This design comes from an exercise in tuning for small area, a short achievable clock period and few clock cycles on the open sky130 flow, not from production work. Only simulation tests tie the RTL to the original design; equivalence was not proved. Power is estimated from default activity; no workload was simulated.

$ cat run.sh
#!/bin/bash
# synth_recipe.tcl (not shown) runs the flow's synth.tcl, then flattens the netlist and writes it again
# the make line also repeats each setting of config.mk as NAME=value (left out here)
make -C /OpenROAD-flow-scripts/flow DESIGN_CONFIG=/design/flow/config.mk WORK_HOME=/design/flow/orfs CLKGATE_MAP_FILE= SYNTH_SCRIPT=/design/flow/synth_recipe.tcl finish
$ cat config.mk
export PLATFORM = sky130hd
export DESIGN_NAME = eddy_urlenc
export DESIGN_NICKNAME = eddy_urlenc
export VERILOG_FILES = /design/flow/design.v
export SDC_FILE = /design/flow/constraint.sdc
export NUM_CORES = 4
export LEC_CHECK = 0
export ABC_AREA = 1
export CAP_MARGIN = 20
export CORE_MARGIN = 2
export CORE_UTILIZATION = 35
export GPL_ROUTABILITY_DRIVEN = 0
export GPL_TIMING_DRIVEN = 0
export SETUP_SLACK_MARGIN = 2.5
export SLEW_MARGIN = 20
$ cat constraint.sdc
create_clock -name core_clock -period 10.0 [get_ports {clk}]
set_input_delay 2.0000 -clock core_clock [delete_from_list [all_inputs] [get_ports {clk}]]
set_output_delay 2.0000 -clock core_clock [all_outputs]
set_load 0.01 [all_outputs]
$ cat design.v
module eddy_urlenc (
    input  wire          clk,
    input  wire          rst,            
    input  wire          start,
    input  wire [6:0]    in_len,         
    input  wire [1015:0] txt_in,         
    output reg           busy,
    output reg           done,
    output reg           err,
    output reg  [2:0]    err_code,
    output reg  [4:0]    out_len,        
    output reg  [135:0]  out_buf         
);
    localparam [2:0] E_INVALID_ARG = 3'd1,
                     E_LENGTH      = 3'd4,
                     E_SCHEME      = 3'd5;
    localparam NT = 107;                 
    localparam W  = 21;                  
    reg [6:0]  dd;         
    reg [6:0]  rr;         
    reg [16:1] go;         
    wire [95:0] head = txt_in[95:0];
    wire m_https_www = (in_len >= 7'd12) && (head[95:0] == {".www//:sptth"});
    wire m_http_www  = (in_len >= 7'd11) && (head[87:0] == {".www//:ptth"});
    wire m_https     = (in_len >= 7'd8)  && (head[63:0] == {"//:sptth"});
    wire m_http      = (in_len >= 7'd7)  && (head[55:0] == {"//:ptth"});
    wire       m_any = m_https_www | m_http_www | m_https | m_http;
    wire       s_f   = (head[39:32] == "s");
    wire       w_f   = s_f ? (in_len >= 7'd12) && (head[95:64] == {".www"})
                           : (in_len >= 7'd11) && (head[87:56] == {".www"});
    wire [1:0] pfx   = {~w_f, s_f};
    wire [2:0] st7   = {w_f, 1'b0, s_f};
    wire [6:0] cd  = busy ? dd : {4'd0, st7};
    wire [6:0] rem = busy ? rr :
                     in_len - 7'd7 - {4'd0, st7};
    wire [8*(NT+96+W)-1:0] s7 = {{(8*(96+W)){1'b0}}, txt_in[8*7 +: 8*NT]};
    reg  [8*(W+31)-1:0] s5;
    reg  [8*(W+7)-1:0]  s3;
    wire [8*(W+5)-1:0]  s1 = cd[1] ? s3[8*2 +: 8*(W+5)] : s3[0 +: 8*(W+5)];
    reg  [8*W-1:0]      win;
    always @(*) begin
        case (cd[6:5])
            2'd0: s5 = s7[0     +: 8*(W+31)];
            2'd1: s5 = s7[8*32  +: 8*(W+31)];
            2'd2: s5 = s7[8*64  +: 8*(W+31)];
            default: s5 = s7[8*96 +: 8*(W+31)];
        endcase
        case (cd[4:3])
            2'd0: s3 = s5[0     +: 8*(W+7)];
            2'd1: s3 = s5[8*8   +: 8*(W+7)];
            2'd2: s3 = s5[8*16  +: 8*(W+7)];
            default: s3 = s5[8*24 +: 8*(W+7)];
        endcase
        case ({cd[2], cd[0]})
            2'd0: win = s1[0     +: 8*W];
            2'd1: win = s1[8     +: 8*W];
            2'd2: win = s1[8*4   +: 8*W];
            default: win = s1[8*5 +: 8*W];
        endcase
    end
    function [7:0] wc(input integer k);
        wc = win[8*k +: 8];
    endfunction
    reg [21:0] vld;
    reg [16:0] inv;
    reg [15:0] hit;
    reg [15:0] endm;         
    reg [3:0]  code [0:15];
    reg [2:0]  slen [0:15];
    reg [7:0]  sym  [0:15];
    reg [7:0]  mw   [0:W-1];
    reg        b3, binfo, sl3, slinfo;
    reg [2:0]  base;
    integer    j;
    always @(*) begin
        for (j = 0; j < 22; j = j + 1)
            vld[j] = busy ? (rr > j) :
                     w_f ? (s_f ? (in_len > j + 12) : (in_len > j + 11))
                         : (s_f ? (in_len > j + 8)  : (in_len > j + 7));
        for (j = 0; j < W; j = j + 1)
            mw[j] = vld[j] ? wc(j) : 8'd0;
        for (j = 0; j <= 16; j = j + 1)
            inv[j] = (wc(j) < 8'd14);
        for (j = 0; j < 16; j = j + 1) begin
            b3 = 1'b1;
            base = 3'd0;
            if      (mw[j+1] == "c" && mw[j+2] == "o" && mw[j+3] == "m") base = 3'd0;
            else if (mw[j+1] == "o" && mw[j+2] == "r" && mw[j+3] == "g") base = 3'd1;
            else if (mw[j+1] == "e" && mw[j+2] == "d" && mw[j+3] == "u") base = 3'd2;
            else if (mw[j+1] == "n" && mw[j+2] == "e" && mw[j+3] == "t") base = 3'd3;
            else if (mw[j+1] == "b" && mw[j+2] == "i" && mw[j+3] == "z") base = 3'd5;
            else if (mw[j+1] == "g" && mw[j+2] == "o" && mw[j+3] == "v") base = 3'd6;
            else b3 = 1'b0;
            binfo  = (mw[j+1] == "i" && mw[j+2] == "n" && mw[j+3] == "f" && mw[j+4] == "o");
            sl3    = (mw[j+4] == "/");
            slinfo = (mw[j+5] == "/");
            hit[j] = (wc(j) == ".") && (b3 || binfo);
            if (binfo) begin
                code[j] = slinfo ? 4'd4 : 4'd11;
                slen[j] = slinfo ? 3'd6 : 3'd5;
                endm[j] = slinfo ? !vld[j+6] : !vld[j+5];
            end else begin
                code[j] = sl3 ? {1'b0, base} : {1'b0, base} + 4'd7;
                slen[j] = sl3 ? 3'd5 : 3'd4;
                endm[j] = sl3 ? !vld[j+5] : !vld[j+4];
            end
            sym[j] = hit[j] ? {4'd0, code[j]} : wc(j);
        end
    end
    wire [16:0] geo = busy ? {go, 1'b0} : 17'h1ffff;
    reg  [15:0] cand;        
    reg  [16:0] pre;         
    reg  [16:0] lit;         
    reg  [15:0] first;       
    reg  [15:0] wr;          
    reg  [16:1] go_nxt;
    reg  [2:0]  lp;          
    reg  [4:0]  p2;          
    reg         found, e_inv, fin_m;
    always @(*) begin
        cand = hit & geo[15:0];
        for (j = 0; j < 16; j = j + 1)
            pre[j] = ~|(cand & ~(16'hfffe << j));
        pre[16] = pre[15];
        found = ~pre[15];
        first[0] = cand[0];
        for (j = 1; j < 16; j = j + 1)
            first[j] = cand[j] & pre[j-1];
        lit = geo & pre & vld;
        e_inv = |(lit & inv);
        wr = lit[15:0] | first;
        for (j = 1; j <= 16; j = j + 1)
            go_nxt[j] = ~pre[j-1];
        lp = 3'd0;
        p2 = 5'd0;
        fin_m = 1'b0;
        for (j = 0; j < 16; j = j + 1)
            if (first[j]) begin
                lp = slen[j];
                p2 = j + 2;
                fin_m = endm[j];
            end
    end
    wire e_len = !found && !e_inv && vld[16];
    wire fin   = found ? fin_m : !vld[16];
    wire [6:0] dd3 = cd + 7'd3, dd4 = cd + 7'd4, dd5 = cd + 7'd5;
    wire [6:0] rr3 = rem - 7'd3, rr4 = rem - 7'd4, rr5 = rem - 7'd5;
    reg  [6:0] dd_nxt, rr_nxt;
    always @(*) begin
        dd_nxt = ({7{lp == 3'd4}} & dd3) | ({7{lp == 3'd5}} & dd4) | ({7{lp == 3'd6}} & dd5);
        rr_nxt = ({7{lp == 3'd4}} & rr3) | ({7{lp == 3'd5}} & rr4) | ({7{lp == 3'd6}} & rr5);
    end
    reg [127:0] body_nxt;
    integer b;
    always @(*) begin
        for (b = 0; b < 16; b = b + 1)
            body_nxt[8*b +: 8] = wr[b] ? sym[b] : (busy ? out_buf[8 + 8*b +: 8] : 8'd0);
    end
    task clear_results;
        begin
            err      <= 1'b0;
            err_code <= 3'd0;
            out_len  <= 5'd0;
            out_buf  <= 136'd0;
        end
    endtask
    task fail(input [2:0] code);
        begin
            clear_results;
            err      <= 1'b1;
            err_code <= code;
            done     <= 1'b1;
            busy     <= 1'b0;
        end
    endtask
    always @(posedge clk) begin
        if (rst) begin
            busy  <= 1'b0;
            done  <= 1'b0;
            dd    <= 7'd0;
            rr    <= 7'd0;
            go    <= 16'd0;
            clear_results;
        end else begin
            done <= 1'b0;
            if (busy || start) begin
                if (!busy && in_len == 7'd0) fail(E_INVALID_ARG);
                else if (!busy && !m_any) fail(E_SCHEME);
                else if (e_inv) fail(E_INVALID_ARG);
                else if (e_len) fail(E_LENGTH);
                else begin
                    if (!busy) out_buf[7:0] <= {6'd0, pfx};
                    out_buf[135:8] <= body_nxt;
                    dd <= dd_nxt;
                    rr <= rr_nxt;
                    go <= go_nxt;
                    if (fin) begin
                        err      <= 1'b0;
                        err_code <= 3'd0;
                        out_len  <= found ? p2 : rem[4:0] + 5'd1;
                        done     <= 1'b1;
                        busy     <= 1'b0;
                    end else begin
                        busy     <= 1'b1;
                    end
                end
            end
        end
    end
endmodule
==> reports/qor.yml, run 1 <==
synthesis:
  synthFlopType: "dfxtp_1"
  syn_area_per_cell_sq_um: 4.90
  synth-seq-area-share_pct: 7.80
  synth_seq_cells: 170
  synthTopCellsByArea: "nand2_1 27%, nand3_1 14%, nor2_1 9.3%"
  yosysWarnings: 5
  synthesis.area_sq_um: 43600
  synth_top_area_share_pct: 26.9
  ys_types: 75
  synth-edff-count: 0
  async_flop_share_pct: 0
  synth_top_area_cell: "nand2_1"
  synth_cells: 8905
outcome:
  status: "aborted with a tool error"
  stop_stage: "global routing"
  error: "[ERROR GRT-0116] Global routing finished with congestion. Check the congestion regions in the DRC Viewer."
placement:
  io_buffer_count: 1059
  dp_cells: 11600
  hpwl_mm: 386
die:
  ios: 1173
  initial_core_util_pct: 35.3
  fp.dieH_microns: 357
  num_rows: 129
  die_w_microns: 357
global_route:
  grt_util_all_layers_pct: 80.4
  grt_overflow: 1350
  grt_max_degree: 17
  grt_pass1_wl_mm: 728
  grt_pass1_vias: 84800
clocking:
  postCtsHoldBufs: 0
  cts_made_buffers: 17
  clock-sinks: 170
  htreeDepth: 4
  clk_path_buf_depth: 2
  cts_root_buffer: "clkbuf_16"
## repair_timing
item,4_1_cts
endpoints found under the setup margin,170
pin swaps,163
cloned,7
setup buffers,192
resized for setup,846
## through the flow
stage	instance area, sq um	setup WS, ns	total power, mW	TNS (ns)	hold slack [ns]
floorplan	43600	3.50	1.30	0	0.440
global placement	56300	-0.847	2.33	-76.71	0.448
detailed placement	56300	-0.784	2.33	-69.55	0.454
CTS	61200	2.43	3.12	0	0.465
## synthesized netlist by cell type (all sizes together) (31+ instances only)
cell	instances
o211ai	107
nand2	3147
a21oi	310
clkbuf	116
nor2	1139
nor4	57
a31oi	46
or2	37
nor3	181
o21ai	470
dfxtp	170
a22o	70
buf	378
nand4	367
nand3	1265
inv	737
o22ai	37
ha	31
## logic make-up after synthesis
logic type	share of synthesized area (%)
xor gates and xnor gates	0.602
and+or+nand+nor	61.8
other	0.00860
buffers and inverters	12.5
adders and majority gates	0.889
AOI/OAI and AO/OA	16.3
muxes	0.138
DFF	7.80
## power groups by stage
stage / combinational (mW) / sequential (mW) / clock, mW
floorplan: 0.567 / 0.728 / 0
global placement: 1.60 / 0.721 / 0
detailed placement: 1.61 / 0.721 / 0
CTS: 1.70 / 0.706 / 0.711
## how the worst min path moves through the flow
stage | start | to | slack [ns] | cells past startpoint
3_5_place_dp | go[16]$_SDFFE_PP0P_ | go[16]$_SDFFE_PP0P_ | 0.45 | 2
3_3_place_gp | go[16]$_SDFFE_PP0P_ | go[16]$_SDFFE_PP0P_ | 0.45 | 2
2_1_floorplan | go[16]$_SDFFE_PP0P_ | go[16]$_SDFFE_PP0P_ | 0.44 | 2
4_1_cts | go[16]$_SDFFE_PP0P_ | go[16]$_SDFFE_PP0P_ | 0.46 | 2
## per-layer routing
layer | global-route usage [%] | overflow
met4 | 76.8 | 326
met1 | 80.2 | 170
met2 | 91.6 | 534
met3 | 72.1 | 281
met5 | 52.7 | 39
Testbench counts, summed over its fixed seeds: cycles 2,090.
==> inputs of run 2 (changes only) <==
==> flow/run.sh (new file) <==
#!/bin/bash
# The standard layout, except that the ports are buffered with buf_1 rather
# than the resizer's default choice (a slow, larger delay cell); repair then
# sizes the port buffers as timing needs. The layout's full output goes to
# standard_flow.log here, ORFS's own logs to orfs/logs.
set -euo pipefail
here=$(pwd)
export BUFFER_PORTS_ARGS="-buffer_cell sky130_fd_sc_hd__buf_1"
bash "$here/standard.sh" > "$here/standard_flow.log" 2>&1
==> standard.sh (new file) <==
#!/bin/bash
# synth_recipe.tcl (not shown) runs the flow's synth.tcl, then flattens the netlist and writes it again
# the make line also repeats each setting of config.mk as NAME=value (left out here)
make -C /OpenROAD-flow-scripts/flow DESIGN_CONFIG=/design/flow/config.mk WORK_HOME=/design/flow/orfs CLKGATE_MAP_FILE= SYNTH_SCRIPT=/design/flow/synth_recipe.tcl "${@:-finish}"
removed: run.sh
==> run 2 against run 1 <==
Net effect: the run again fails in global routing; synthesized area unchanged; synthesized cell count unchanged.
==> reports/qor.yml, run 2 <==
outcome:
  status: "aborted with a tool error"
  stop_stage: "global routing"
  error: "[ERROR GRT-0116] Global routing finished with congestion. Check the congestion regions in the DRC Viewer."
die:
  num_rows: 129  # unchanged
  ios: 1173  # unchanged
  initial_core_util_pct: 35.3  # unchanged
  fp.dieH_microns: 357  # unchanged
  die_w_microns: 357  # unchanged
global_route:
  grt_pass1_wl_mm: 730
  grt_util_all_layers_pct: 80.9
  grt_pass1_vias: 84100
  grt_max_degree: 17
  grt_overflow: 1802
placement:
  io_buffer_count: 1059  # unchanged
  hpwl_mm: 377  # -2.3%
synthesis:
  async_flop_share_pct: 0  # unchanged
  synth-seq-area-share_pct: 7.80  # unchanged
  synthFlopType: "dfxtp_1"
  syn_area_per_cell_sq_um: 4.90  # unchanged
  synth_top_area_share_pct: 26.9  # unchanged
  synth_top_area_cell: "nand2_1"
  yosysWarnings: 5  # unchanged
  synth.top_cells.by_count: "3125 x nand2_1, 1252 x nand3_1, 1085 x nor2_1, 629 x inv_1, 366 x nand4_1"
  synth_cells: 8905  # unchanged
  synth-edff-count: 0  # unchanged
  yosysMostFrequentCell: "nand2_1"
  synth_seq_cells: 170  # unchanged
  synthesis.area_sq_um: 43600  # unchanged
  ys_types: 75  # unchanged
  synthTopCellsByArea: "nand2_1 27%, nand3_1 14%, nor2_1 9.3%"
clocking:
  clk_path_buf_depth: 2  # unchanged
  clock-sinks: 170  # unchanged
  cts_made_buffers: 17  # unchanged
  htreeDepth: 4  # unchanged
  cts_root_buffer: "clkbuf_16"
## run 2: cell counts after synthesis
No cell type changed its count.
## run 2: power by group through the flow
stage | sequential (mW) | combinational [mW] | clock (mW)
after CTS | 0.705 | 1.38 | 0.714
after detailed placement | 0.721 | 1.31 | 0
after global placement | 0.720 | 1.30 | 0
after floorplan | 0.728 | 0.567 | 0
## run 2: kinds of logic after synthesis
group,after synthesis,synth area share (%)
AOI/OAI and AO/OA,1190,16.3
adders and majority gates,31,0.889
DFF,170,7.80
and+or+nand+nor,6239,61.8
buffers and inverters,1238,12.5
xor gates and xnor gates,30,0.602
muxes,6,0.138
other,1,0.00860
## run 2: how the worst max path moves through the flow
stage / slack (ns) / endpoint / from / cells after the start
CTS: 2.49 / out_buf[133]$_SDFFE_PP0P_ / in_len[6] / 39
detailed placement: -0.34 / out_buf[133]$_SDFFE_PP0P_ / txt_in[85] / 39
global placement: -0.35 / out_buf[133]$_SDFFE_PP0P_ / txt_in[85] / 39
floorplan: 3.50 / out_buf[60]$_SDFFE_PP0P_ / txt_in[39] / 37
## run 2: routing by layer
metal  global-route usage (%)  overflow
met5                     53.4        30
met4                     76.5       405
met3                     73.1       315
met2                     92.2       733
met1                     80.5       319
## run 2: repair_timing
| action | in CTS |
|---|---|
| cloned | 2 |
| setup endpoints to repair | 170 |
| hold buffers | 0 |
| pin swaps | 70 |
| buffers inserted | 100 |
| resized for setup | 488 |
## run 2: metrics by stage
| step | utilization, % | cell area, sq um | std cells | power, mW | setup slack [ns] |
|---|---|---|---|---|---|
| floorplan | - | 43600 | 8911 | 1.30 | 3.50 |
| global placement | 40.2 | 49700 | 11600 | 2.02 | -0.352 |
| detailed placement | 40.2 | 49700 | 11600 | 2.03 | -0.339 |
| CTS | 42.7 | 52800 | 11700 | 2.80 | 2.49 |
==> inputs of run 3 (changes only) <==
--- a/design.v
+++ b/design.v
@@ -10,4 +10,4 @@
     output reg  [2:0]    err_code,
-    output reg  [4:0]    out_len,        
-    output reg  [135:0]  out_buf         
+    output wire [4:0]    out_len,        
+    output wire [135:0]  out_buf         
 );
@@ -18,2 +18,7 @@
     localparam W  = 21;                  
+    reg        ok;
+    reg [4:0]  len_r;
+    reg [135:0] buf_r;
+    assign out_len = len_r & {5{ok}};
+    assign out_buf = buf_r & {136{ok}};
     reg [6:0]  dd;         
@@ -33,2 +38,3 @@
     wire [6:0] cd  = busy ? dd : {4'd0, st7};
+    wire [16:0] geo = busy ? {go, 1'b0} : 17'h1ffff;
     wire [6:0] rem = busy ? rr :
@@ -66,2 +72,3 @@
     reg [15:0] hit;
+    reg [15:0] cov, hg;
     reg [15:0] endm;         
@@ -70,6 +77,9 @@
     reg [7:0]  sym  [0:15];
-    reg [7:0]  mw   [0:W-1];
-    reg        b3, binfo, sl3, slinfo;
-    reg [2:0]  base;
-    integer    j;
+    reg [W-1:0] h2, h6, h7;
+    reg [15:0]  lo [0:W-1];
+    reg [W-1:0] c_dot, c_sl, c_b, c_c, c_d, c_e, c_f, c_g, c_i, c_m, c_n, c_o,
+                c_r, c_t, c_u, c_v, c_z;
+    reg         m_com, m_org, m_edu, m_net, m_biz, m_gov, b3, binfo, sl3, slinfo;
+    reg [2:0]   base;
+    integer     j;
     always @(*) begin
@@ -79,4 +89,25 @@
                          : (s_f ? (in_len > j + 8)  : (in_len > j + 7));
-        for (j = 0; j < W; j = j + 1)
-            mw[j] = vld[j] ? wc(j) : 8'd0;
+        for (j = 0; j < W; j = j + 1) begin
+            h2[j] = vld[j] && win[8*j+4 +: 4] == 4'h2;
+            h6[j] = vld[j] && win[8*j+4 +: 4] == 4'h6;
+            h7[j] = vld[j] && win[8*j+4 +: 4] == 4'h7;
+            lo[j] = 16'd1 << win[8*j +: 4];
+            c_dot[j] = h2[j] & lo[j][14];
+            c_sl[j]  = h2[j] & lo[j][15];
+            c_b[j]   = h6[j] & lo[j][2];
+            c_c[j]   = h6[j] & lo[j][3];
+            c_d[j]   = h6[j] & lo[j][4];
+            c_e[j]   = h6[j] & lo[j][5];
+            c_f[j]   = h6[j] & lo[j][6];
+            c_g[j]   = h6[j] & lo[j][7];
+            c_i[j]   = h6[j] & lo[j][9];
+            c_m[j]   = h6[j] & lo[j][13];
+            c_n[j]   = h6[j] & lo[j][14];
+            c_o[j]   = h6[j] & lo[j][15];
+            c_r[j]   = h7[j] & lo[j][2];
+            c_t[j]   = h7[j] & lo[j][4];
+            c_u[j]   = h7[j] & lo[j][5];
+            c_v[j]   = h7[j] & lo[j][6];
+            c_z[j]   = h7[j] & lo[j][10];
+        end
         for (j = 0; j <= 16; j = j + 1)
@@ -84,15 +115,14 @@
         for (j = 0; j < 16; j = j + 1) begin
-            b3 = 1'b1;
-            base = 3'd0;
-            if      (mw[j+1] == "c" && mw[j+2] == "o" && mw[j+3] == "m") base = 3'd0;
-            else if (mw[j+1] == "o" && mw[j+2] == "r" && mw[j+3] == "g") base = 3'd1;
-            else if (mw[j+1] == "e" && mw[j+2] == "d" && mw[j+3] == "u") base = 3'd2;
-            else if (mw[j+1] == "n" && mw[j+2] == "e" && mw[j+3] == "t") base = 3'd3;
-            else if (mw[j+1] == "b" && mw[j+2] == "i" && mw[j+3] == "z") base = 3'd5;
-            else if (mw[j+1] == "g" && mw[j+2] == "o" && mw[j+3] == "v") base = 3'd6;
-            else b3 = 1'b0;
-            binfo  = (mw[j+1] == "i" && mw[j+2] == "n" && mw[j+3] == "f" && mw[j+4] == "o");
-            sl3    = (mw[j+4] == "/");
-            slinfo = (mw[j+5] == "/");
-            hit[j] = (wc(j) == ".") && (b3 || binfo);
+            m_com  = c_c[j+1] & c_o[j+2] & c_m[j+3];
+            m_org  = c_o[j+1] & c_r[j+2] & c_g[j+3];
+            m_edu  = c_e[j+1] & c_d[j+2] & c_u[j+3];
+            m_net  = c_n[j+1] & c_e[j+2] & c_t[j+3];
+            m_biz  = c_b[j+1] & c_i[j+2] & c_z[j+3];
+            m_gov  = c_g[j+1] & c_o[j+2] & c_v[j+3];
+            binfo  = c_i[j+1] & c_n[j+2] & c_f[j+3] & c_o[j+4];
+            b3     = m_com | m_org | m_edu | m_net | m_biz | m_gov;
+            base   = {m_biz | m_gov, m_edu | m_net | m_gov, m_org | m_net | m_biz};
+            sl3    = c_sl[j+4];
+            slinfo = c_sl[j+5];
+            hit[j] = c_dot[j] & (b3 | binfo);
             if (binfo) begin
@@ -106,6 +136,11 @@
             end
-            sym[j] = hit[j] ? {4'd0, code[j]} : wc(j);
-        end
-    end
-    wire [16:0] geo = busy ? {go, 1'b0} : 17'h1ffff;
+        end
+        hg = hit & geo[15:0];
+        for (j = 0; j < 16; j = j + 1) begin
+            cov[j] = (j >= 1 && hg[j-1]) || (j >= 2 && hg[j-2]) || (j >= 3 && hg[j-3]) ||
+                     (j >= 4 && hg[j-4] && slen[j-4] >= 3'd5) ||
+                     (j >= 5 && hg[j-5] && slen[j-5] == 3'd6);
+            sym[j] = hit[j] ? {4'd0, code[j]} : (vld[j] && !cov[j]) ? wc(j) : 8'd0;
+        end
+    end
     reg  [15:0] cand;        
@@ -114,3 +149,2 @@
     reg  [15:0] first;       
-    reg  [15:0] wr;          
     reg  [16:1] go_nxt;
@@ -130,3 +164,2 @@
         e_inv = |(lit & inv);
-        wr = lit[15:0] | first;
         for (j = 1; j <= 16; j = j + 1)
@@ -156,15 +189,7 @@
         for (b = 0; b < 16; b = b + 1)
-            body_nxt[8*b +: 8] = wr[b] ? sym[b] : (busy ? out_buf[8 + 8*b +: 8] : 8'd0);
-    end
-    task clear_results;
-        begin
-            err      <= 1'b0;
-            err_code <= 3'd0;
-            out_len  <= 5'd0;
-            out_buf  <= 136'd0;
-        end
-    endtask
+            body_nxt[8*b +: 8] = geo[b] ? sym[b] : buf_r[8 + 8*b +: 8];
+    end
     task fail(input [2:0] code);
         begin
-            clear_results;
+            ok       <= 1'b0;
             err      <= 1'b1;
@@ -177,8 +202,10 @@
         if (rst) begin
-            busy  <= 1'b0;
-            done  <= 1'b0;
-            dd    <= 7'd0;
-            rr    <= 7'd0;
-            go    <= 16'd0;
-            clear_results;
+            busy     <= 1'b0;
+            done     <= 1'b0;
+            ok       <= 1'b0;
+            err      <= 1'b0;
+            err_code <= 3'd0;
+            dd       <= 7'd0;
+            rr       <= 7'd0;
+            go       <= 16'd0;
         end else begin
@@ -186,2 +213,5 @@
             if (busy || start) begin
+                if (!busy) buf_r[7:0] <= {6'd0, pfx};
+                buf_r[135:8] <= body_nxt;
+                len_r <= found ? p2 : rem[4:0] + 5'd1;
                 if (!busy && in_len == 7'd0) fail(E_INVALID_ARG);
@@ -191,4 +221,2 @@
                 else begin
-                    if (!busy) out_buf[7:0] <= {6'd0, pfx};
-                    out_buf[135:8] <= body_nxt;
                     dd <= dd_nxt;
@@ -197,5 +225,5 @@
                     if (fin) begin
+                        ok       <= 1'b1;
                         err      <= 1'b0;
                         err_code <= 3'd0;
-                        out_len  <= found ? p2 : rem[4:0] + 5'd1;
                         done     <= 1'b1;
--- a/config.mk
+++ b/config.mk
@@ -8,8 +8,7 @@
 export ABC_AREA = 1
-export CAP_MARGIN = 20
+export CAP_MARGIN = 30
 export CORE_MARGIN = 2
-export CORE_UTILIZATION = 35
-export GPL_ROUTABILITY_DRIVEN = 0
+export CORE_UTILIZATION = 20
 export GPL_TIMING_DRIVEN = 0
-export SETUP_SLACK_MARGIN = 2.5
-export SLEW_MARGIN = 20
+export SETUP_SLACK_MARGIN = 2.0
+export SLEW_MARGIN = 30
==> run 3 against run 2 <==
Net effect: the run now finishes clean; synthesized cell count shrank 4.6%; synthesized area fell by 0.25%.
==> reports/qor.yml, run 3 <==
flow_run:
  drv_cap: 0
finish:
  syn_to_final_growth_pct: 31.3
  final_cell_mix: "3023 x nand2_1, 1091 x nand3_1, 1042 x buf_1, 795 x nor2_1, 714 x inv_1"
  regMostFlops: "buf_r"
  nNetsFinal: 10800
  fillerInstances: 26100
  largest_reg_flops: 130
  largestRegisters: "buf_r: 130 flops, go: 16 flops"
  final_common_cell: "nand2_1"
  utilization_pct: 26.3
  layout-drive-gt1-share_pct: 13.9
synthesis:
  synth.top_cells.by_count: "3080 x nand2_1, 1162 x nand3_1, 912 x nor2_1, 729 x inv_1, 401 x nand4_1"
  synthFlopType: "edfxtp_1"
  synth_seq_cells: 171  # +0.59%
  yosysMostFrequentCell: "nand2_1"
  synth_cells: 8491  # -4.6%
  async_flop_share_pct: 0  # unchanged
  synth_top_area_cell: "nand2_1"
  synthTopCellsByArea: "nand2_1 27%, nand3_1 13%, edfxtp_1 9.3%"
  synth-edff-count: 135  # +135
  synth-seq-area-share_pct: 11.0  # +3.2 points
  synthesis.area_sq_um: 43500  # -0.25%
  ys_types: 84  # +12%
  synth_top_area_share_pct: 26.6  # -0.32 points
  syn_area_per_cell_sq_um: 5.12  # +4.6%
  yosysWarnings: 20  # +15
routing:
  num_vias: 80400
  via_per_inst: 6.29
  first_pass_iters: 7
  drtIter0Drc: 14800
  routedWlPerCell_microns: 50.7
  routed_wl_mm: 647
  drc: 0
  antenna_left: 0
sta:
  finalHoldViolations: 0
  skew_ns: 0.0468
  worst_pin_slew_ns: 1.14
  rsz0062_at_grt: "yes"
  setup_tns_ns: 0
  slew_headroom_pct: 23.7
  fmax_mhz: 118
  maxSlewViolCount: 0
  period_share_pct: 85.1
  worst_slack_ns: 1.49
  timing.hold.ws_ns: 0.466
  finalWorstPathRequiredPeriod_ns: 8.51
  setup_violations: 0
pwr:
  power_density_nw_per_um2: 57.6
  p_sw_share_pct: 54.5
  pwr-share-comb_pct: 53.1
  p_switching_mw: 1.79
  p_int_mw: 1.50
  power.total_mw: 3.29
  p_seq_share_pct: 24.5
  clockPowerShare_pct: 22.4
  p_leak_nw: 25.4
  vdd_drop_max_uv: 139
die:
  die_w_microns: 470  # +32%
  ios: 1173  # unchanged
  initial_core_util_pct: 20.1  # -15 points
  num_rows: 171  # +33%
  design.core.area_sq_um: 217000
  dieArea_sq_um: 221000
  fp.dieH_microns: 470  # +32%
global_route:
  grt_overflow: 0
  grt_pass1_wl_mm: 794
  grt_util_all_layers_pct: 55.6
  grt_pass1_vias: 70300
  antenna_found_initial: 191
  grt_max_degree: 20
setup_path:
  worstPathRequired_ns: 10.46
  ff2ff_path_depth: 27
  cp_max_fo: 11
  crit_start: "dd[5]$_SDFFE_PP0P_"
  critPathKind: "reg2reg"
  reg2reg_from: "dd[5]$_SDFFE_PP0P_"
  arrival_ns: 8.97
  start_kind: "register"
  rrSetupSlack_ns: 1.49
  r2r-end: "rr[3]$_SDFFE_PP0P_"
  end_kind: "register"
  endpoint: "rr[3]$_SDFFE_PP0P_"
clocking:
  clkSlewWorstSetupHoldPaths_ns: 0.10
  clk_latency_ns: 0.55
  clk_path_buf_depth: 2  # unchanged
  htreeDepth: 4  # unchanged
  cts_root_buffer: "clkbuf_16"
  cts_tree: "done"
  clock-sinks: 171  # +0.59%
  cts_made_buffers: 17  # unchanged
placement:
  place_ws_ns: -1.03  # -0.695 ns
  gp_congestion: 1.16
  hpwl_mm: 553  # +47%
  io_buffer_count: 1060  # +0.094%
hold_path:
  hp-class: "reg2reg"
outcome:
  status: "complete, no violations"
-- run 3: changes by cell type after synthesis, sizes merged, moves of 38 or more --
cell and change:
nand2 -38, inv +91, dfxtp -134, nor2 -156, nand3 -80, a21oi -50, edfxtp +135, o21ai -111
nand4 +49
-- run 3: cells by family (layout without fill, tap and decap cells) --
kind of cell	Yosys count	in the layout	share of synthesized area, %
mux	1	1	0.0230
compound gates	988	988	14.2
buf+inv	1301	2594	13.0
flops	171	171	11.0
simple gates	5963	5963	60.2
xor+xnor	36	36	0.725
fa+ha+maj	30	30	0.863
other cells	1	135	0.00862
-- run 3: metal layers --
metal,global-route usage (%),vias to the layer above,wire length [microns]
li1,-,31000,-
met4,42.8,62,61700
met2,72.7,7720,238000
met1,67.5,39600,248000
met3,28.8,1941,98000
met5,0.952,-,1060
-- run 3: how the worst min path moves through the flow --
stage                                  start                 end  cells past startpoint
final                       err$_SDFFE_PP0P_    err$_SDFFE_PP0P_                      2
after global routing        err$_SDFFE_PP0P_    err$_SDFFE_PP0P_                      2
after CTS                   err$_SDFFE_PP0P_    err$_SDFFE_PP0P_                      2
after detailed placement    err$_SDFFE_PP0P_    err$_SDFFE_PP0P_                      2
after global placement      err$_SDFFE_PP0P_    err$_SDFFE_PP0P_                      2
after floorplan           dd[0]$_SDFFE_PP0P_  dd[0]$_SDFFE_PP0P_                      2
-- run 3: layout make-up --
| type | instances | area, sq um | area share [%] |
|---|---|---|---|
| Multi-Input combinational cell | 7025 | 35200 | 61.7 |
| Timing Repair Buffer | 1261 | 6300 | 11.0 |
| Sequential cell | 171 | 4780 | 8.37 |
| Tap cell | 2854 | 3570 | 6.25 |
| Inverter | 841 | 3200 | 5.60 |
| Buffer | 460 | 3080 | 5.40 |
| Clock buffer | 18 | 439 | 0.769 |
| Antenna cell | 128 | 320 | 0.561 |
| Clock inverter | 14 | 173 | 0.302 |
-- run 3: stage by stage --
step / area, sq um / std cells
after floorplan: 43500 / 8497
after global placement: 51100 / 12400
after detailed placement: 52100 / 12500
after global routing: 56900 / 12700
final: 57100 / 12800
after CTS: 54700 / 12600
-- run 3: what timing repair did --
action,4_1_cts,5_1_grt
gates resized for setup,360,379
setup endpoints to repair,168,69
buffers inserted,78,74
pin swaps,55,75
endpoints found under the hold margin,0,0
hold buffers,0,0
-- run 3: critical path, stage by stage, from the launching register on --
cell and delay, ns:
dfxtp_1 0.57, nand2_2 0.14, buf_6 0.20, inv_2 0.40
buf_2 0.66, buf_2 0.58, buf_2 0.45, buf_16 0.23
clkbuf_2 0.63, a22o_1 0.65, nand2_1 0.23, nand4_1 0.14
nand3_1 0.44, nor3_1 0.43, o21ai_0 0.24, o41ai_2 0.12
buf_4 0.25, nand2_1 0.30, nand4_1 0.47, nand2_1 0.11
nand3_1 0.12, nand4_1 0.08, buf_4 0.19, nor2_4 0.24
nand3_1 0.11, nand3_1 0.15, nand2_1 0.06, a21oi_1 0.11
-- run 3: power groups by stage --
stage / logic, mW / clock network (mW) / registers, mW
CTS: 1.54 / 0.737 / 0.804
global route: 1.69 / 0.759 / 0.805
detailed placement: 1.50 / 0 / 0.820
global placement: 1.50 / 0 / 0.820
floorplan: 0.520 / 0 / 0.815
finish: 1.75 / 0.739 / 0.805
Testbench counts of run 3, summed over its fixed seeds: cycles 2,090.
==> inputs of run 4 (changes only) <==
--- a/config.mk
+++ b/config.mk
@@ -12,3 +12,3 @@
 export GPL_TIMING_DRIVEN = 0
-export SETUP_SLACK_MARGIN = 2.0
+export SETUP_SLACK_MARGIN = 3.0
 export SLEW_MARGIN = 30
==> run 4 against run 3 <==
Net effect: critical path depth grew 1; sequential share of layout area shrank 1.0 points; count of clock-buffer cells in the layout is the same; still clean; synthesized cell count is the same; clock skew shrank 0.00058 ns; first-iteration DRC count grew 2.2%; critical endpoint unchanged; routed wire length grew 1.5%; flip-flop and latch count is the same.
==> reports/qor.yml, run 4 <==
setup_path:
  ff2ff_path_depth: 28  # +3.7%
  start_kind: "register"
  cp_max_fo: 10  # -1
  arrival_ns: 8.50  # -0.47 ns
  end_kind: "register"
  cp_slowest_cell: "a22o_1"
  critPathKind: "reg2reg"
  max_stage_delay_ns: 0.66  # about the same
  worstPathRequired_ns: 10.46  # about the same
die:
  ios: 1173  # unchanged
  num_rows: 171  # unchanged
  dieArea_sq_um: 221000  # unchanged
  initial_core_util_pct: 20.1  # unchanged
  die_w_microns: 470  # unchanged
  design.core.area_sq_um: 217000  # unchanged
  fp.dieH_microns: 470  # unchanged
clocking:
  postCtsHoldBufs: 0  # unchanged
  clock-sinks: 171  # unchanged
  clk_latency_ns: 0.55  # about the same
  htreeDepth: 4  # unchanged
  clkSlewWorstSetupHoldPaths_ns: 0.10  # about the same
  cts_made_buffers: 17  # unchanged
  clk_path_buf_depth: 2  # unchanged
  cts_tree: "done"
  cts_root_buffer: "clkbuf_16"
routing:
  drtIter0Drc: 15100  # +2.2%
  routedWlPerCell_microns: 49.8  # -1.7%
  num_vias: 82900  # +3.1%
  drc: 0  # unchanged
  via_per_inst: 6.28  # -0.21%
  routed_wl_mm: 657  # +1.5%
  antenna_left: 0  # unchanged
  first_pass_iters: 10  # +3
global_route:
  antenna_found_initial: 187  # -2.1%
  grt_overflow: 0  # unchanged
  grt_pass1_vias: 71300  # +1.5%
  grt_pass1_wl_mm: 800  # +0.75%
  grt_max_degree: 20  # unchanged
  grt_util_all_layers_pct: 55.9  # +0.30 points
synthesis:
  synth_cells: 8491  # unchanged
  yosysWarnings: 20  # unchanged
  synth-seq-area-share_pct: 11.0  # unchanged
  yosysMostFrequentCell: "nand2_1"
  synth_seq_cells: 171  # unchanged
  synth_top_area_share_pct: 26.6  # unchanged
  synthFlopType: "edfxtp_1"
  synth-edff-count: 135  # unchanged
  synthesis.area_sq_um: 43500  # unchanged
  synth_top_area_cell: "nand2_1"
  synthTopCellsByArea: "nand2_1 27%, nand3_1 13%, edfxtp_1 9.3%"
  synth.top_cells.by_count: "3080 x nand2_1, 1162 x nand3_1, 912 x nor2_1, 729 x inv_1, 401 x nand4_1"
  ys_types: 84  # unchanged
  async_flop_share_pct: 0  # unchanged
  syn_area_per_cell_sq_um: 5.12  # unchanged
sta:
  worst_pin_slew_ns: 1.18  # +0.0330 ns
  setup_tns_ns: 0  # unchanged
  fmax_mhz: 125  # +5.9%
  rsz0062_at_grt: "yes"
  maxSlewViolCount: 0  # unchanged
  skew_ns: 0.0463  # -0.000581 ns
  period_share_pct: 80.3  # -4.8 points
  finalWorstPathRequiredPeriod_ns: 8.03  # -0.476 ns
  finalHoldViolations: 0  # unchanged
  slew_headroom_pct: 21.5  # -2.2 points
  timing.hold.ws_ns: 0.470  # +0.00403 ns
  setup_violations: 0  # unchanged
finish:
  final_common_cell: "nand2_1"
  largest_reg_flops: 130  # unchanged
  layout-drive-gt1-share_pct: 22.3  # +8.3 points
  syn_to_final_growth_pct: 49.3
  nNetsFinal: 11300  # +4.1%
  regMostFlops: "buf_r"
  largestRegisters: "buf_r: 130 flops, go: 16 flops"
  final_cell_mix: "2895 x nand2_1, 1019 x buf_1, 1000 x nand3_1, 695 x nor2_1, 691 x inv_1"
placement:
  io_buffer_count: 1060  # unchanged
  gp_congestion: 1.16  # unchanged
  hpwl_mm: 553  # unchanged
pwr:
  power_density_nw_per_um2: 53.3  # -7.4%
  p_leak_nw: 29.0  # +14%
  vdd_drop_max_uv: 139  # -0.19%
hold_path:
  hp-class: "reg2reg"
  hold_path_depth: 2  # unchanged
flow_run:
  drv_cap: 0  # unchanged
outcome:
  status: "complete, no violations"
-- run 4: cell counts after synthesis --
Identical to the previous run, type by type.
-- run 4: final timing paths --
check                                  end                     start  slack [ns]
setup / recovery        rr[3]$_SDFFE_PP0P_        dd[5]$_SDFFE_PP0P_        1.97
hold / removal    err_code[0]$_SDFFE_PP0P_  err_code[0]$_SDFFE_PP0P_        0.47
setup reg to reg        rr[3]$_SDFFE_PP0P_        dd[5]$_SDFFE_PP0P_        1.97
hold reg to reg   err_code[0]$_SDFFE_PP0P_  err_code[0]$_SDFFE_PP0P_        0.47
-- run 4: metrics by stage --
step / std cells / cell area, sq um / setup WS [ns] / power (mW) / utilization (%)
2_1_floorplan: 8497 / 43500 / 3.69 / 1.34 / -
3_3_place_gp: 12400 / 51100 / -1.89 / 2.32 / 23.6
3_5_place_dp: 12500 / 52100 / -1.03 / 2.32 / 24.0
4_1_cts: 12700 / 57600 / 2.54 / 3.15 / 26.6
5_1_grt: 13100 / 64700 / 2.36 / 3.43 / 29.9
6_report: 13200 / 64900 / 1.97 / 3.46 / 30.0
-- run 4: layout make-up --
cell class	instances	area, sq um
repair inverters	2	16.3
repair buffers	1699	10400
well taps	2854	3570
clock inverters	14	173
multi-input cells	7025	38300
inverters	841	3290
clock buffers	18	439
diodes	110	275
plain buffers	460	3710
fillers	25400	152000
flip-flops and latches	171	4780
-- run 4: report_power, final --
part	internal (mW)	leakage [nW]	switching [mW]	total (mW)
combinational	0.455	27.2	1.46	1.92
clock	0.344	0.293	0.396	0.740
sequential	0.795	1.59	0.00978	0.805
total	1.59	29.0	1.87	3.46
-- run 4: critical path: cells and delay by family, from the launching register on --
family          cells  cell delay (ns)
buf+inv            10             3.53
simple gates       14             2.57
compound gates      4             1.13
flops               1             0.60
-- run 4: cells by family (layout without fill, tap and decap cells) --
| group | count (synthesis) | after routing | share of synthesized area (%) |
|---|---|---|---|
| AO/OA/AOI/OAI | 988 | 988 | 14.2 |
| XOR/XNOR | 36 | 36 | 0.725 |
| adder cells (fa/ha/maj) | 30 | 30 | 0.863 |
| buffers and inverters | 1301 | 3034 | 13.0 |
| flip-flops | 171 | 171 | 11.0 |
| multiplexers | 1 | 1 | 0.0230 |
| other | 1 | 117 | 0.00862 |
| AND/OR/NAND/NOR | 5963 | 5963 | 60.2 |
-- run 4: layer usage --
metal / up-vias / wire length, microns / part of all wire (%) / track usage, %
li1: 31900 / - / - / -
met1: 40500 / 248000 / 38 / 67.8
met2: 8156 / 239000 / 36 / 73.3
met3: 2126 / 101000 / 15 / 28.7
met4: 93 / 66600 / 10 / 43.1
met5: - / 1620 / 0.25 / 1.30
-- run 4: what timing repair did --
action                                  in CTS  in global routing
pin swaps                                  141                240
buffers inserted                           212                367
gates resized for setup                    799                949
gates cloned                                 1                 14
endpoints found under the setup margin     169                117
==> inputs of run 5 (changes only) <==
--- a/config.mk
+++ b/config.mk
@@ -12,3 +12,3 @@
 export GPL_TIMING_DRIVEN = 0
-export SETUP_SLACK_MARGIN = 3.0
+export SETUP_SLACK_MARGIN = 1.0
 export SLEW_MARGIN = 30
==> run 5 against run 4 <==
Net effect: worst setup slack lost 1.3 ns; sequential power hardly changed; critical path type unchanged; sequential share of layout area up 1.5 points; global-route usage shrank 0.47 points; critical path depth is 10 higher; still clean; worst hold slack got worse by 0.0041 ns; synthesized cell count stayed put; critical endpoint is now rr[1]$_SDFFE_PP0P_.
==> reports/qor.yml, run 5 <==
outcome:
  status: "complete, no violations"
synthesis:
  synthesis.area_sq_um: 43500  # unchanged
  syn_area_per_cell_sq_um: 5.12  # unchanged
  synth_seq_cells: 171  # unchanged
  synth_top_area_cell: "nand2_1"
  synthTopCellsByArea: "nand2_1 27%, nand3_1 13%, edfxtp_1 9.3%"
  yosysMostFrequentCell: "nand2_1"
  yosysWarnings: 20  # unchanged
  synth_mux_area_share_pct: 0.0230  # unchanged
  synthAdderAreaFrac_pct: 0.863  # unchanged
  ys_types: 84  # unchanged
  synth.top_cells.by_count: "3080 x nand2_1, 1162 x nand3_1, 912 x nor2_1, 729 x inv_1, 401 x nand4_1"
  synth_simple_gate_area_share_pct: 60.2  # unchanged
  synth-xor-area-share_pct: 0.725  # unchanged
  synth_cells: 8491  # unchanged
  synth_top_family_by_area: "simple AND/OR/NAND/NOR gates"
  synth_top_area_share_pct: 26.6  # unchanged
  synth-seq-area-share_pct: 11.0  # unchanged
  async_flop_share_pct: 0  # unchanged
  synth-edff-count: 135  # unchanged
  synth_compound_area_share_pct: 14.2  # unchanged
  synthFlopType: "edfxtp_1"
pwr:
  power_density_nw_per_um2: 59.5  # +12%
  p_leak_nw: 24.2  # -17%
  vdd_drop_max_uv: 142  # +2.3%
  power.total_mw: 3.22  # -7.1%
placement:
  gp_congestion: 1.16  # unchanged
  dpl-instance-area_sq_um: 52100  # unchanged
  hpwl_mm: 553  # unchanged
  dp_cells: 12500  # unchanged
  io_buffer_count: 1060  # unchanged
die:
  die_w_microns: 470  # unchanged
  num_rows: 171  # unchanged
  ios: 1173  # unchanged
  design.core.area_sq_um: 217000  # unchanged
  fp.dieH_microns: 470  # unchanged
  initial_core_util_pct: 20.1  # unchanged
  dieArea_sq_um: 221000  # unchanged
global_route:
  grt_pass1_vias: 69900  # -2.0%
  grt_pass1_wl_mm: 791  # -1.0%
  grt_overflow: 0  # unchanged
  grt_util_all_layers_pct: 55.5  # -0.47 points
  antenna_found_initial: 192  # +2.7%
  grt_max_degree: 20  # unchanged
sta:
  finalHoldViolations: 0  # unchanged
  period_share_pct: 93.6  # +13 points
  setup_tns_ns: 0  # unchanged
  fmax_mhz: 107  # -14%
  skew_ns: 0.0429  # -0.00337 ns
  setup_violations: 0  # unchanged
  rsz0062_at_grt: "yes"
  maxSlewViolCount: 0  # unchanged
  finalWorstPathRequiredPeriod_ns: 9.36  # +1.33 ns
  slew_headroom_pct: 16.1  # -5.4 points
  worst_pin_slew_ns: 1.25  # +0.0685 ns
hold_path:
  hold_path_depth: 2  # unchanged
  hp-class: "reg2reg"
  min-delay-start: "err$_SDFFE_PP0P_"
  hold_path_end: "err$_SDFFE_PP0P_"
finish:
  final_common_cell: "nand2_1"
  nNetsFinal: 10700  # -4.9%
  utilization_pct: 25.0  # -5.0 points
  stdcell_area_sq_um: 54100  # -17%
  layout.cells.non_filler: 12600  # -4.2%
  largestRegisters: "buf_r: 130 flops, go: 16 flops"
  largest_reg_flops: 130  # unchanged
  regMostFlops: "buf_r"
  syn_to_final_growth_pct: 24.3
  layout-drive-gt1-share_pct: 9.83  # -12 points
  final_cell_mix: "3069 x nand2_1, 1144 x nand3_1, 1071 x buf_1, 880 x nor2_1, 722 x inv_1"
clocking:
  cts_tree: "done"
  clk_latency_ns: 0.55  # about the same
  htreeDepth: 4  # unchanged
  clk_path_buf_depth: 2  # unchanged
  clkSlewWorstSetupHoldPaths_ns: 0.09  # about the same
  postCtsHoldBufs: 0  # unchanged
  cts_root_buffer: "clkbuf_16"
  cts_made_buffers: 17  # unchanged
  clock-sinks: 171  # unchanged
routing:
  drc: 0  # unchanged
  routed_wl_mm: 643  # -2.1%
  num_vias: 79500  # -4.0%
  via_per_inst: 6.29  # +0.16%
  antenna_left: 0  # unchanged
  routedWlPerCell_microns: 50.9  # +2.1%
  drtIter0Drc: 15200  # +0.34%
  first_pass_iters: 9  # -1
flow_run:
  drv_cap: 0  # unchanged
setup_path:
  reg2reg_from: "dd[5]$_SDFFE_PP0P_"
  arrival_ns: 9.79  # +1.29 ns
  max_stage_delay_ns: 0.57  # -0.09 ns
  critPathMostFrequentCell: "nand2_1"
  cp_max_fo: 10  # unchanged
  r2r-end: "rr[1]$_SDFFE_PP0P_"
  cp_slowest_cell: "nand2_1"
  ff2ff_path_depth: 38  # +36%
  critPathKind: "reg2reg"
  end_kind: "register"
  rrSetupSlack_ns: 0.64  # -1.33 ns
  worstPathRequired_ns: 10.43  # -0.03 ns
  start_kind: "register"
==> run 5: cell count changes in the layout (fill, tap and decap cells not counted), moves of 58 or more <==
cell,before,now
buf_4,564,127
nor2_1,695,880
nand2_1,2895,3069
nor2_4,182,34
nand3_1,1000,1144
nand2_2,144,32
nand3_2,136,33
buf_6,138,38
buf_12,90,17
buf_2,133,196
a21oi_1,173,231
==> run 5: stage by stage <==
stage | worst slack, ns | hold WS, ns
floorplan | 3.69 | 0.445
global placement | -1.89 | 0.454
detailed placement | -1.03 | 0.459
CTS | 0.975 | 0.473
global route | 0.985 | 0.501
finish | 0.637 | 0.466
==> run 5: area by class of cell <==
cell class	instances	area [sq um]
Antenna cell	112	280
Buffer	460	2730
Clock buffer	18	439
Clock inverter	14	173
Fill cell	26300	163000
Inverter	841	3170
Multi-Input combinational cell	7025	33800
Sequential cell	171	4780
Tap cell	2854	3570
Timing Repair Buffer	1145	5190
==> run 5: worst max path at each step <==
stage,startpoint,endpoint,cells past startpoint
after CTS,busy$_SDFFE_PP0N_,rr[4]$_SDFFE_PP0P_,29
after global placement,busy$_SDFFE_PP0N_,err_code[2]$_SDFFE_PP0P_,29
after floorplan,txt_in[35],dd[2]$_SDFFE_PP0P_,37
after global routing,txt_in[69],rr[2]$_SDFFE_PP0P_,44
after detailed placement,txt_in[68],rr[4]$_SDFFE_PP0P_,41
final,dd[5]$_SDFFE_PP0P_,rr[1]$_SDFFE_PP0P_,38
==> run 5: per-layer routing <==
layer / part of all wire, % / global-route usage, % / vias up
met5: 0.26 / 2.88 / -
li1: - / - / 30800
met1: 39 / 67.1 / 39100
met4: 9.7 / 42.9 / 82
met3: 15 / 28.8 / 1889
met2: 37 / 72.4 / 7644
==> run 5: timing repair <==
action	CTS	global route
setup endpoints to repair	84	36
endpoints found under the hold margin	0	0
pin swaps	6	18
resized for setup	77	113
setup buffers	9	26
==> run 5: critical path: cells and delay by family (launching register included) <==
family,cells,cell delay (ns)
AO/OA/AOI/OAI,2,0.35
buffers and inverters,7,1.47
AND/OR/NAND/NOR,29,6.82
flip-flops,1,0.56
==> run 5: where the power goes <==
part / internal (mW) / switching [mW]
clock: 0.344 / 0.395
combinational: 0.319 / 1.36
sequential: 0.795 / 0.00980
total: 1.46 / 1.76
==> run 5: cell families after synthesis <==
family | count (synthesis)
fa+ha+maj | 30
xor+xnor | 36
mux | 1
compound gates | 988
simple gates | 5963
buf+inv | 1301
flops | 171
other cells | 1
==> inputs of run 6 (changes only) <==
==> run.sh (new file) <==
#!/bin/bash
# synth_recipe.tcl (not shown) runs the flow's synth.tcl, then flattens the netlist and writes it again
# the make line also repeats each setting of config.mk as NAME=value (left out here)
make -C /OpenROAD-flow-scripts/flow DESIGN_CONFIG=/design/flow/config.mk WORK_HOME=/design/flow/orfs CLKGATE_MAP_FILE= SYNTH_SCRIPT=/design/flow/synth_recipe.tcl finish
--- a/config.mk
+++ b/config.mk
@@ -12,3 +12,3 @@
 export GPL_TIMING_DRIVEN = 0
-export SETUP_SLACK_MARGIN = 1.0
+export SETUP_SLACK_MARGIN = 2.0
 export SLEW_MARGIN = 30
removed: flow/run.sh
removed: standard.sh
==> run 6 against run 5 <==
Net effect: largest power group unchanged; non-clock buffer count rose by 176; utilization up 5.0 points; sequential share of layout area down 1.5 points; flip-flop and latch count stayed put; highest routed layer unchanged; cell area up 20%; total power grew 12%; worst setup slack improved by 0.87 ns; first-iteration DRC count shrank 4.6%; largest cell class unchanged; routed wire length decreased by 2.2%; via count is essentially flat; count of clock-buffer cells in the layout decreased by 1.
==> reports/qor.yml, run 6 <==
die:
  fp.dieH_microns: 470  # unchanged
  design.core.area_sq_um: 217000  # unchanged
  die_w_microns: 470  # unchanged
  dieArea_sq_um: 221000  # unchanged
  num_rows: 171  # unchanged
  initial_core_util_pct: 20.1  # unchanged
  ios: 1173  # unchanged
pwr:
  p_int_mw: 1.78  # +22%
  p_sw_share_pct: 50.7  # -4.0 points
  p_seq_share_pct: 22.2  # -2.8 points
  p_leak_nw: 29.0  # +20%
  p_switching_mw: 1.84  # +4.2%
  pwr-share-comb_pct: 56.9  # +4.9 points
  vdd_drop_max_uv: 88.0  # -38%
  clockPowerShare_pct: 20.9  # -2.1 points
  power.total_mw: 3.62  # +12%
  power_density_nw_per_um2: 55.8  # -6.3%
setup_path:
  worstPathRequired_ns: 10.47  # +0.04 ns
  endpoint: "rr[2]$_SDFFE_PP0P_"
  reg2reg_from: "busy$_SDFFE_PP0N_"
  critPathMostFrequentCell: "buf_4"
  r2r-end: "rr[2]$_SDFFE_PP0P_"
  start_kind: "register"
  critPathKind: "reg2reg"
  arrival_ns: 8.96  # -0.83 ns
  cp_slowest_cell: "buf_2"
  rrSetupSlack_ns: 1.51  # +0.87 ns
  cp_max_fo: 10  # unchanged
  end_kind: "register"
  ff2ff_path_depth: 28  # -26%
  crit_start: "busy$_SDFFE_PP0N_"
  max_stage_delay_ns: 0.51  # -0.06 ns
finish:
  syn_to_final_growth_pct: 49.0
  fillerInstances: 25200  # -4.1%
  largestRegisters: "buf_r: 130 flops, go: 16 flops"
  utilization_pct: 29.9  # +5.0 points
  regMostFlops: "buf_r"
  nNetsFinal: 10900  # +1.7%
  final_cell_mix: "3001 x nand2_1, 1076 x nand3_1, 991 x clkdlybuf4s50_1, 764 x nor2_1, 709 x inv_1"
  layout-drive-gt1-share_pct: 15.0  # +5.2 points
  final_common_cell: "nand2_1"
  largest_reg_flops: 130  # unchanged
placement:
  gp_congestion: 1.14  # -1.7%
  hpwl_mm: 536  # -3.0%
  place_ws_ns: -0.991  # +0.0425 ns
  io_buffer_count: 1060  # unchanged
sta:
  setup_violations: 0  # unchanged
  period_share_pct: 84.9  # -8.7 points
  fmax_mhz: 118  # +10%
  skew_ns: 0.0448  # +0.00187 ns
  timing.hold.ws_ns: 0.489  # +0.0228 ns
  maxSlewViolCount: 0  # unchanged
  worst_slack_ns: 1.51  # +0.871 ns
  slew_headroom_pct: 19.3  # +3.3 points
  finalHoldViolations: 0  # unchanged
  rsz0062_at_grt: "yes"
  finalWorstPathRequiredPeriod_ns: 8.49  # -0.871 ns
  worst_pin_slew_ns: 1.21  # -0.0356 ns
synthesis:
  synth_compound_area_share_pct: 14.2  # unchanged
  synthFlopType: "edfxtp_1"
  ys_types: 84  # unchanged
  synth-xor-area-share_pct: 0.725  # unchanged
  syn_area_per_cell_sq_um: 5.12  # unchanged
  synth-seq-area-share_pct: 11.0  # unchanged
  synth_mux_area_share_pct: 0.0230  # unchanged
  synth_top_area_share_pct: 26.6  # unchanged
  async_flop_share_pct: 0  # unchanged
  yosysWarnings: 20  # unchanged
  synth.top_cells.by_count: "3080 x nand2_1, 1162 x nand3_1, 912 x nor2_1, 729 x inv_1, 401 x nand4_1"
  synth_cells: 8491  # unchanged
  synthAdderAreaFrac_pct: 0.863  # unchanged
  synth_simple_gate_area_share_pct: 60.2  # unchanged
  synth-edff-count: 135  # unchanged
  synth_top_area_cell: "nand2_1"
  synthesis.area_sq_um: 43500  # unchanged
  synth_top_family_by_area: "simple AND/OR/NAND/NOR gates"
  synthTopCellsByArea: "nand2_1 27%, nand3_1 13%, edfxtp_1 9.3%"
  synth_seq_cells: 171  # unchanged
  yosysMostFrequentCell: "nand2_1"
clocking:
  postCtsHoldBufs: 0  # unchanged
  clkSlewWorstSetupHoldPaths_ns: 0.11  # +0.02 ns
  cts_tree: "done"
  clk_path_buf_depth: 2  # unchanged
  cts_made_buffers: 17  # unchanged
  cts_root_buffer: "clkbuf_16"
  htreeDepth: 4  # unchanged
  clock-sinks: 171  # unchanged
  clk_latency_ns: 0.57  # +0.02 ns
flow_run:
  drv_cap: 0  # unchanged
routing:
  routed_wl_mm: 629  # -2.2%
  first_pass_iters: 9  # unchanged
  drc: 0  # unchanged
  drtIter0Drc: 14500  # -4.6%
  num_vias: 79500  # -0.054%
  antenna_left: 0  # unchanged
  via_per_inst: 6.22  # -1.1%
  routedWlPerCell_microns: 49.3  # -3.2%
global_route:
  grt_overflow: 0  # unchanged
  grt_max_degree: 19  # -5.0%
  antenna_found_initial: 128  # -33%
  grt_util_all_layers_pct: 54.2  # -1.3 points
  grt_pass1_wl_mm: 777  # -1.8%
  grt_pass1_vias: 70100  # +0.34%
hold_path:
  hp-class: "reg2reg"
outcome:
  status: "complete, no violations"
-- run 6: kinds of logic (layout without fill, tap and decap cells) --
group / count (synthesis) / count (layout)
buffers and inverters: 1301 / 2654
muxes: 1 / 1
xor gates and xnor gates: 36 / 36
and+or+nand+nor: 5963 / 5964
adders and majority gates: 30 / 30
other: 1 / 77
DFF: 171 / 171
AOI/OAI and AO/OA: 988 / 988
-- run 6: what timing repair did --
action | in CTS | in global routing
gates resized for setup | 463 | 483
pin swaps | 60 | 108
setup endpoints to repair | 168 | 93
cloned | 0 | 1
buffers inserted | 82 | 135
-- run 6: power groups by stage --
stage                     combinational [mW]  clock [mW]  sequential, mW
after CTS                               1.82       0.764           0.802
final                                   2.06       0.757           0.802
after global placement                  1.77           0           0.819
after floorplan                        0.520           0           0.815
after global routing                    2.00       0.784           0.804
after detailed placement                1.77           0           0.819
-- run 6: worst min path at each step --
| stage | start | to | depth (start not counted) |
|---|---|---|---|
| 2_1_floorplan | dd[0]$_SDFFE_PP0P_ | dd[0]$_SDFFE_PP0P_ | 2 |
| 3_3_place_gp | dd[0]$_SDFFE_PP0P_ | dd[0]$_SDFFE_PP0P_ | 2 |
| 3_5_place_dp | dd[0]$_SDFFE_PP0P_ | dd[0]$_SDFFE_PP0P_ | 2 |
| 6_report | dd[0]$_SDFFE_PP0P_ | dd[0]$_SDFFE_PP0P_ | 2 |
| 5_1_grt | dd[0]$_SDFFE_PP0P_ | dd[0]$_SDFFE_PP0P_ | 2 |
| 4_1_cts | dd[0]$_SDFFE_PP0P_ | dd[0]$_SDFFE_PP0P_ | 2 |
-- run 6: worst max-delay path, delay by kind of cell (launching register included) --
family                 cells  cell delay (ns)
and+or+nand+nor           14             3.06
buffers and inverters     10             3.37
AOI/OAI and AO/OA          4             1.32
DFF                        1             0.46
-- run 6: layout make-up --
class	instances	area, sq um	area share (%)
timing repair buffer	1321	13400	20.6
inverter	841	3230	4.97
multi-input combinational	7026	36000	55.6
sequential	171	4780	7.37
tap	2854	3570	5.51
clock inverter	15	175	0.270
antenna	70	175	0.270
buffer	460	3060	4.72
clock buffer	17	425	0.656
-- run 6: metrics by stage --
step	setup TNS [ns]	cells	instance area [sq um]
4_1_cts	0	12600	61500
2_1_floorplan	0	8497	43500
3_3_place_gp	-48.24	12400	57700
3_5_place_dp	-23.69	12500	58600
6_report	0	12800	64800
5_1_grt	0	12700	64700
-- run 6: metal layers --
layer | GRT usage, % | part of all wire (%) | vias to the layer above
met5 | 2.51 | 0.22 | -
met4 | 41.2 | 9.6 | 66
met3 | 27.6 | 15 | 1840
met2 | 70.5 | 36 | 7703
met1 | 66.4 | 38 | 38800
li1 | - | - | 31100

-- re-timing with driven ports --
How much do the figures lean on ideal ports? The routed layouts below were timed once more, with nothing changed but the port constraints. Step 1 sets driving cells, clkbuf_16 on the clock port and buf_2 on the other inputs (assumed; they add their load-dependent delay and slew). Step 2, shift: input delay + t, output delay - t, t = (earliest + latest rising clock arrival at the registers) / 2. This alone moves slack from input paths to output paths. Slacks: ideal ports / drivers / drivers and shift; pairs: ideal ports / drivers.
| run | t (ns) | setup WS [ns] | slew at the worst register clock pin (ns) | worst slew at a driven data input, ns |
|---|---|---|---|---|
| run 3 | 0.601 | 1.493 / 1.493 / 0.962 | 0.10 / 0.10 | 0.41 |
| run 4 | 0.606 | 1.969 / 1.969 / 1.540 | 0.10 / 0.10 | 0.38 |
| run 5 | 0.603 | 0.637 / 0.637 / 0.112 | 0.10 / 0.10 | 0.38 |
| run 6 | 0.611 | 1.507 / 1.507 / 1.097 | 0.11 / 0.11 | 0.36 |
After both steps setup and hold are still met in every run listed. The setup slack of run 3, which loses most, moves by 0.000 ns with the drivers and by -0.531 ns with both steps.
